This is an optimization exercise on Yosys and OpenROAD, whose aim is small area, not a production implementation. The RTL was checked by simulation tests, not by an equivalence proof against the original design. No activity file was given, so power comes from the tool's default toggle rates.

==> flow/config.mk <==
export PLATFORM = sky130hd
export DESIGN_NAME = renard_codec
export DESIGN_NICKNAME = renard_codec
export VERILOG_FILES = /design/flow/design.v
export SDC_FILE = /design/flow/constraint.sdc
export NUM_CORES = 4
export LEC_CHECK = 0
export CAP_MARGIN = 20
export CORE_MARGIN = 2
export CORE_UTILIZATION = 40
export PLACE_DENSITY = 0.6
export SLEW_MARGIN = 20
==> flow/constraint.sdc <==
create_clock -name core_clock -period 8.0 [get_ports {clk}]
set_input_delay 1.6000 -clock core_clock [delete_from_list [all_inputs] [get_ports {clk}]]
set_output_delay 1.6000 -clock core_clock [all_outputs]
set_load 0.01 [all_outputs]
==> flow/design.v <==
module byte_escape_encoder (
    input  wire [7:0] v,
    output reg  [7:0] first,
    output reg        two,
    output reg  [7:0] second
);
    always @(*) begin
        case (v)
            8'h7D: begin first = 8'h7F; two = 1'b1; second = 8'h2F; end
            8'h7E: begin first = 8'h7F; two = 1'b1; second = 8'h30; end
            8'h7F: begin first = 8'h7F; two = 1'b1; second = 8'h31; end
            default: begin first = v; two = 1'b0; second = 8'h00; end
        endcase
    end
endmodule
module byte_escape_decoder (
    input  wire       esc,
    input  wire [7:0] b,
    output reg        esc_next,
    output reg        out_valid,
    output reg  [7:0] out_value
);
    always @(*) begin
        esc_next  = 1'b0;
        out_valid = 1'b0;
        out_value = 8'h00;
        if (!esc) begin
            if (b == 8'h7F) begin
                esc_next = 1'b1;
            end else if (b == 8'h7D) begin
            end else begin
                out_valid = 1'b1;
                out_value = b;
            end
        end else begin
            case (b)
                8'h2F: begin out_valid = 1'b1; out_value = 8'h7D; end
                8'h30: begin out_valid = 1'b1; out_value = 8'h7E; end
                8'h31: begin out_valid = 1'b1; out_value = 8'h7F; end
                default: ;  
            endcase
        end
    end
endmodule
module frame_sync_detector (
    input  wire       hunting,    
    input  wire       awaiting,   
    input  wire       rx_valid,
    input  wire [7:0] rx_data,
    output wire       sync_seen,  
    output wire       locked,     
    output wire       abort       
);
    assign sync_seen = hunting  & rx_valid & (rx_data == 8'h7E);
    assign locked    = awaiting & rx_valid & (rx_data == 8'h80);
    assign abort     = awaiting & rx_valid & (rx_data != 8'h80);
endmodule
module renard_framer (
    input  wire       clk,
    input  wire       rst,
    input  wire [3:0] phase,
    input  wire       tx_ready,
    input  wire [7:0] buf_rdata,
    output reg  [7:0] tx_data,
    output wire       item_two     
);
    localparam [3:0] W_SYNC = 4'd3, W_CMD = 4'd4, W_DATA = 4'd5, W_CODE = 4'd6;
    reg  [7:0] pend;             
    wire [7:0] enc_first;
    wire [7:0] enc_second;
    byte_escape_encoder u_enc (
        .v      (buf_rdata),
        .first  (enc_first),
        .two    (item_two),
        .second (enc_second)
    );
    always @(*) begin
        case (phase)
            W_SYNC:  tx_data = 8'h7E;
            W_CMD:   tx_data = 8'h80;
            W_DATA:  tx_data = enc_first;
            W_CODE:  tx_data = pend;
            default: tx_data = 8'h00;
        endcase
    end
    always @(posedge clk) begin
        if (rst)
            pend <= 8'h00;
        else if (phase == W_DATA && tx_ready && item_two)
            pend <= enc_second;
    end
endmodule
module renard_codec (
    input  wire        clk,
    input  wire        rst,
    input  wire [31:0] cfg_rate,
    input  wire        cmd_valid,
    output wire        cmd_ready,
    input  wire [1:0]  cmd_op,
    input  wire [9:0]  cmd_n,
    output wire        busy,
    output reg         done,
    output reg  [1:0]  status,
    output wire [9:0]  buf_addr,
    output wire        buf_we,
    output wire [7:0]  buf_wdata,
    input  wire [7:0]  buf_rdata,
    output wire        tx_valid,
    output wire [7:0]  tx_data,
    input  wire        tx_ready,
    input  wire        rx_valid,
    input  wire [7:0]  rx_data,
    output wire        rx_ready,
    output wire        open_valid,
    output wire [31:0] open_rate,
    input  wire        open_ready
);
    localparam [9:0] CAP = 10'd512;
    localparam [3:0] IDLE    = 4'd0,
                     I_FILL  = 4'd1,
                     I_OPEN  = 4'd2,
                     W_SYNC  = 4'd3,
                     W_CMD   = 4'd4,
                     W_DATA  = 4'd5,
                     W_CODE  = 4'd6,
                     R_HUNT  = 4'd7,
                     R_AWAIT = 4'd8,
                     R_DATA  = 4'd9;
    localparam [1:0] OP_INIT = 2'd0, OP_WRITE = 2'd1, OP_READ = 2'd2;
    localparam [1:0] ST_OK = 2'd0, ST_FRAMING = 2'd1, ST_INVALID = 2'd2, ST_ILLEGAL = 2'd3;
    reg [3:0]  phase;
    reg [9:0]  idx;
    reg        esc;
    reg [9:0]  N;
    reg        bound;
    reg [31:0] rate;
    wire last = (idx + 10'd1 == N);
    wire       item_two;
    renard_framer u_framer (
        .clk       (clk),
        .rst       (rst),
        .phase     (phase),
        .tx_ready  (tx_ready),
        .buf_rdata (buf_rdata),
        .tx_data   (tx_data),
        .item_two  (item_two)
    );
    wire fsd_sync, fsd_locked, fsd_abort;
    frame_sync_detector u_fsd (
        .hunting   (phase == R_HUNT),
        .awaiting  (phase == R_AWAIT),
        .rx_valid  (rx_valid),
        .rx_data   (rx_data),
        .sync_seen (fsd_sync),
        .locked    (fsd_locked),
        .abort     (fsd_abort)
    );
    wire       dec_esc_next;
    wire       dec_out_valid;
    wire [7:0] dec_out_value;
    byte_escape_decoder u_dec (
        .esc       (esc),
        .b         (rx_data),
        .esc_next  (dec_esc_next),
        .out_valid (dec_out_valid),
        .out_value (dec_out_value)
    );
    wire store = (phase == R_DATA) & rx_valid & dec_out_valid;
    assign cmd_ready  = (phase == IDLE);
    assign busy       = (phase != IDLE);
    assign buf_addr   = idx;
    assign buf_we     = ~rst & ((phase == I_FILL) | store);
    assign buf_wdata  = (phase == I_FILL) ? 8'h00 : dec_out_value;
    assign tx_valid   = ~rst & ((phase == W_SYNC) | (phase == W_CMD) |
                                (phase == W_DATA) | (phase == W_CODE));
    assign rx_ready   = ~rst & ((phase == R_HUNT) | (phase == R_AWAIT) | (phase == R_DATA));
    assign open_valid = ~rst & (phase == I_OPEN);
    assign open_rate  = rate;
    always @(posedge clk) begin
        if (rst) begin
            phase  <= IDLE;
            idx    <= 10'd0;
            esc    <= 1'b0;
            N      <= 10'd0;
            bound  <= 1'b0;
            rate   <= cfg_rate;
            status <= ST_OK;
            done   <= 1'b0;
        end else begin
            done <= 1'b0;
            case (phase)
                IDLE: begin
                    if (cmd_valid) begin
                        case (cmd_op)
                            OP_INIT: begin
                                if (bound) begin
                                    status <= ST_ILLEGAL;
                                    done   <= 1'b1;
                                end else if (cmd_n > CAP) begin
                                    status <= ST_INVALID;
                                    done   <= 1'b1;
                                end else begin
                                    N     <= cmd_n;
                                    idx   <= 10'd0;
                                    phase <= (cmd_n == 10'd0) ? I_OPEN : I_FILL;
                                end
                            end
                            OP_WRITE: begin
                                if (!bound) begin
                                    status <= ST_ILLEGAL;
                                    done   <= 1'b1;
                                end else begin
                                    idx   <= 10'd0;
                                    phase <= W_SYNC;
                                end
                            end
                            OP_READ: begin
                                if (!bound) begin
                                    status <= ST_ILLEGAL;
                                    done   <= 1'b1;
                                end else begin
                                    idx   <= 10'd0;
                                    esc   <= 1'b0;
                                    phase <= R_HUNT;
                                end
                            end
                            default: begin
                                status <= ST_ILLEGAL;
                                done   <= 1'b1;
                            end
                        endcase
                    end
                end
                I_FILL: begin
                    idx <= idx + 10'd1;
                    if (last)
                        phase <= I_OPEN;
                end
                I_OPEN: begin
                    if (open_ready) begin
                        bound  <= 1'b1;
                        status <= ST_OK;
                        done   <= 1'b1;
                        phase  <= IDLE;
                    end
                end
                W_SYNC: begin
                    if (tx_ready)
                        phase <= W_CMD;
                end
                W_CMD: begin
                    if (tx_ready) begin
                        if (N == 10'd0) begin
                            status <= ST_OK;
                            done   <= 1'b1;
                            phase  <= IDLE;
                        end else begin
                            phase <= W_DATA;
                        end
                    end
                end
                W_DATA: begin
                    if (tx_ready) begin
                        if (item_two) begin
                            phase <= W_CODE;
                        end else begin
                            idx <= idx + 10'd1;
                            if (last) begin
                                status <= ST_OK;
                                done   <= 1'b1;
                                phase  <= IDLE;
                            end
                        end
                    end
                end
                W_CODE: begin
                    if (tx_ready) begin
                        idx <= idx + 10'd1;
                        if (last) begin
                            status <= ST_OK;
                            done   <= 1'b1;
                            phase  <= IDLE;
                        end else begin
                            phase <= W_DATA;
                        end
                    end
                end
                R_HUNT: begin
                    if (fsd_sync)
                        phase <= R_AWAIT;
                end
                R_AWAIT: begin
                    if (fsd_locked) begin
                        esc <= 1'b0;
                        if (N == 10'd0) begin
                            status <= ST_OK;
                            done   <= 1'b1;
                            phase  <= IDLE;
                        end else begin
                            phase <= R_DATA;
                        end
                    end else if (fsd_abort) begin
                        status <= ST_FRAMING;
                        done   <= 1'b1;
                        phase  <= IDLE;
                    end
                end
                R_DATA: begin
                    if (rx_valid) begin
                        esc <= dec_esc_next;
                        if (dec_out_valid) begin
                            idx <= idx + 10'd1;
                            if (last) begin
                                status <= ST_OK;
                                done   <= 1'b1;
                                phase  <= IDLE;
                            end
                        end
                    end
                end
                default: phase <= IDLE;
            endcase
        end
    end
endmodule
==> flow/run.sh <==
#!/bin/bash
# synth_recipe.tcl (not shown) runs the flow's synth.tcl, then flattens the netlist and writes it again
# the make line also repeats each setting of config.mk as NAME=value (left out here)
make -C /OpenROAD-flow-scripts/flow DESIGN_CONFIG=/design/flow/config.mk WORK_HOME=/design/flow/orfs CLKGATE_MAP_FILE= SYNTH_SCRIPT=/design/flow/synth_recipe.tcl finish
==> run summary <==
* Skew-Pair Late Insertion Delay at approximately 0.35 ns
* Clk slew on worst S/H paths at ~0.07 ns
* CP Max Fanout at 6
* Setup Buffers After CTS at 0
* Share of the synthesized area in compound gates (AO/OA/AOI/OAI) at 18.4%
* CP Launch Type: primary input
* Final Critical Period at about 5.6 ns
* Critical path's slowest cell: nor4b_1
* Maximum level of the CTS H-tree at 3
* Via-to-Cell Ratio at between 5 and 6
* Final number of max-transition violations at 0
* Worst-case headroom to the max-slew limit at approximately 37%
* Proportion of synthesized chip area in sequential cells at 41.7%
* XOR/XNOR Fraction of Synth Area at roughly 2.5%
* Adder-cell area share of the yosys netlist at around 1.9%
* Flop and latch count out of synthesis at 65
* Biggest area consumer among synthesized cells: edfxtp_1
* Setup repair after global routing missed its margin: false
* Total count of hold-check failures in the final report at 0
* Number of antenna violations at the first check in global routing at 0
* Final layout net count at between 600 and 700
* Die area at 10500 um^2
* Kind of cell adding the most delay to the critical path: simple AND/OR/NAND/NOR gates
* Max_cap viols at 0
* DRT antenna net count at 0
* Leak at slightly below 2 nW
* Most common cell type on the critical path: nor2_1
* Count of endpoints failing setup in the final report at 0
* Maximum buffer depth of the clock tree at 2
* Pin slew with the least headroom to its limit at roughly 0.94 ns
* PostCTS Resize Cnt at 0
* Synth Area in Simple Gates at around 28%
* CP endpoint kind: output port
* CTS tree: done
* Vias in the first global route at 3520
* Die extent in y at around 100 um
* Main combinational cell family by area after synthesis: simple AND/OR/NAND/NOR gates
* Area share of the largest cell type after synthesis at 24.7%
* Number of buffers created by CTS at 9
* Result of the run: complete, no violations
* Wire length of the first global-routing pass at ~18 mm
* Yosys warning total at 4
* Worst endpoint required time at ~6.4 ns
* Worst min path class: reg -> reg
* Detailed Place HPWL at 8.35 mm
* Most numerous cell types in the synthesized netlist: nor2_1 (51), a21oi_1 (46), dfxtp_1 (33), nand2_1 (33), edfxtp_1 (32)
* Average routed wire per standard cell at 16.7 um
* Cell Area, Synth at roughly 3900 um^2
* Post-Route Setup TNS at 0 ns
* Floorplan core area at 9330 um^2
* Delay of the slowest cell on the worst path at between 0.5 and 0.6 ns
* Clock Skew at 0.0122 ns
* Most frequently used flop master after synthesis: dfxtp_1
* Overall routing resource usage at between 20% and 30%
* Total of fill cells in the finished design at roughly 840
* Antenna diodes at 0
* Number of ports placed on the die boundary at roughly 130
* Clock sinks at 65
* Overall die width at about 100 um
* Remaining global-route overflow at 0
* Share of async-settable or async-resettable flops after synthesis at 0%
* Final cycle utilization of the critical path at a little over two thirds
* Post-synthesis mux area share at approximately 3.1%
* Initial standard-cell utilization of the core at 41.7%
* Area growth syn-to-layout at 41.3%
* Cell-by-cell listing of the critical path: clkdlybuf4s50_1 -> nor4b_1 -> a21oi_1 -> nor2_1 -> nor2_1 -> nor2_1 -> nor2_1 -> nor2_1 -> clkdlybuf4s50_1
* DR vias at roughly 3900
* Pre-Repair DR Iteration Count at 5
* Worst Setup Path Type: in -> out
* Cell row count at 35
* DR DRC count at 0
* Yosys cell types at 71
* Arrival time reported for the critical path endpoint at 4.01 ns
* PnR Total Power at between 1 and 1.5 mW
* Most repeated cell in the gate-level netlist after synthesis: nor2_1
* Syn Nets at just over 500
* Fraction of layout instances using a drive strength above 1 at under 10%
* Final estimated routing congestion in global placement at ~0.92
* Achievable clock frequency at 0.178 GHz
* Cell types with the largest area share after synthesis: edfxtp_1 (25%), dfxtp_1 (17%), a21oi_1 (5.9%), nor2_1 (4.9%), nand2_1 (3.2%)
* Power Dens Cells at roughly 220 nW/um^2
* Number of instances in the synthesized netlist at 440
* Wire length reported by the detailed router at roughly 12 mm
* Crit path buf inv count at 2
* Clock Tree Root: clkbuf_8
* Post-synth EDFFs at 32
* Hold bufs inserted after CTS at 0
* Max VDD drop at between 0.1 and 0.15 mV
* Iter 0 DRT Violations at roughly 280
* Buffers on Ports at between 100 and 150
* Largest net degree at the start of global routing at 73
* Post-Syn Area per Cell at roughly 8.8 um^2
cell usage in the layout, fill, tap and decap left out, types with 7 or more instances in the layout:
cell type,count
a21oi_1,46
nor2_1,51
clkbuf_8,9
nand2_1,33
o21ai_0,20
nand3b_1,7
dfxtp_1,33
nor2b_1,14
or4_1,10
nor4_1,7
inv_1,9
nand2b_1,8
mux2i_1,12
nand3_1,14
a31oi_1,8
edfxtp_1,32
clkdlybuf4s50_1,131
nor3_1,17
cell type report:
type / instances / area, um^2 / area share (%)
clock buffers: 9 / 124 / 2.25
inverters: 10 / 42.5 / 0.774
well taps: 129 / 161 / 2.94
flip-flops and latches: 65 / 1620 / 29.5
repair buffers: 135 / 1340 / 24.4
clock inverters: 7 / 101 / 1.84
multi-input cells: 338 / 2100 / 38.3
kinds of logic after synthesis:
logic type | count (synthesis)
mux | 12
compound gates | 112
fa+ha+maj | 6
xor+xnor | 11
flops | 65
simple gates | 197
buf+inv | 37
worst paths after layout:
path	cells after the start	end	startpoint	slack, ns
worst max register to register	8	idx[2]	phase[0]	4.52
worst min-delay path	2	u_framer.pend[4]	u_framer.pend[4]	0.46
worst min register to register	2	u_framer.pend[4]	u_framer.pend[4]	0.46
worst max-delay path	9	buf_we	rx_data[1]	2.39
worst reg2reg max path, stage by stage, from the launching register on:
cell and delay [ns]:
dfxtp_1 0.85, nor2b_1 0.65, a21oi_1 0.14, buf_4 0.24
o221a_1 0.13, or3_4 0.34, or2_1 0.40, or4b_1 0.52
a21oi_1 0.14
metrics by stage:
stage	setup WS, ns	hold slack [ns]	utilization, %	cells	cell area (um^2)
6_report	2.39	0.462	58.9	693	5490
5_1_grt	2.21	0.476	58.9	693	5490
4_1_cts	2.41	0.463	58.9	693	5490
3_5_place_dp	2.42	0.452	56.5	677	5270
3_3_place_gp	2.53	0.450	56.5	677	5270
2_1_floorplan	3.65	0.425	-	440	3890
per-layer routing:
layer	wire, um	part of all wire (%)	GRT usage (%)
met2	5060	44	32.7
met1	5370	46	30.5
met4	128	1.1	7.28
met3	1000	8.7	4.68
met5	0	0	0
where the power goes:
part           leakage [nW]  internal, mW  switching [mW]
combinational          1.27         0.217           0.224
clock                 0.106         0.178           0.142
sequential            0.580         0.378          0.0482
total                  1.95         0.773           0.415
sequential cells by signal (all words and copies together), names as in the netlist:
signal	cells
rate	32
N	10
idx	10
phase	4
u_framer.pend	4
status	2
bound	1
done	1
esc	1

-- static timing again, ports no longer ideal --
The flow's constraints put no driver on any port. The routed layout listed below was extracted and timed again, unchanged, in two steps. Step 1, drivers: a clkbuf_16 drives clk and a buf_2 each remaining input, both assumed. Step 2, shift: input delay + t, output delay - t, t = (earliest + latest rising clock arrival at the registers) / 2. This alone moves slack from input paths to output paths. Three values: ideal ports, drivers, drivers and shift; two values: the first two.
t (ns): 0.373
slack for setup (ns): 2.392 / 2.369 / 2.369
clock arrival spread, ns: 0.012 / 0.013
slew at the worst register clock pin (ns): 0.08 / 0.08
After both steps setup and hold are still met in this run. The setup slack of this run moves by -0.023 ns with the drivers and by -0.023 ns with both steps.
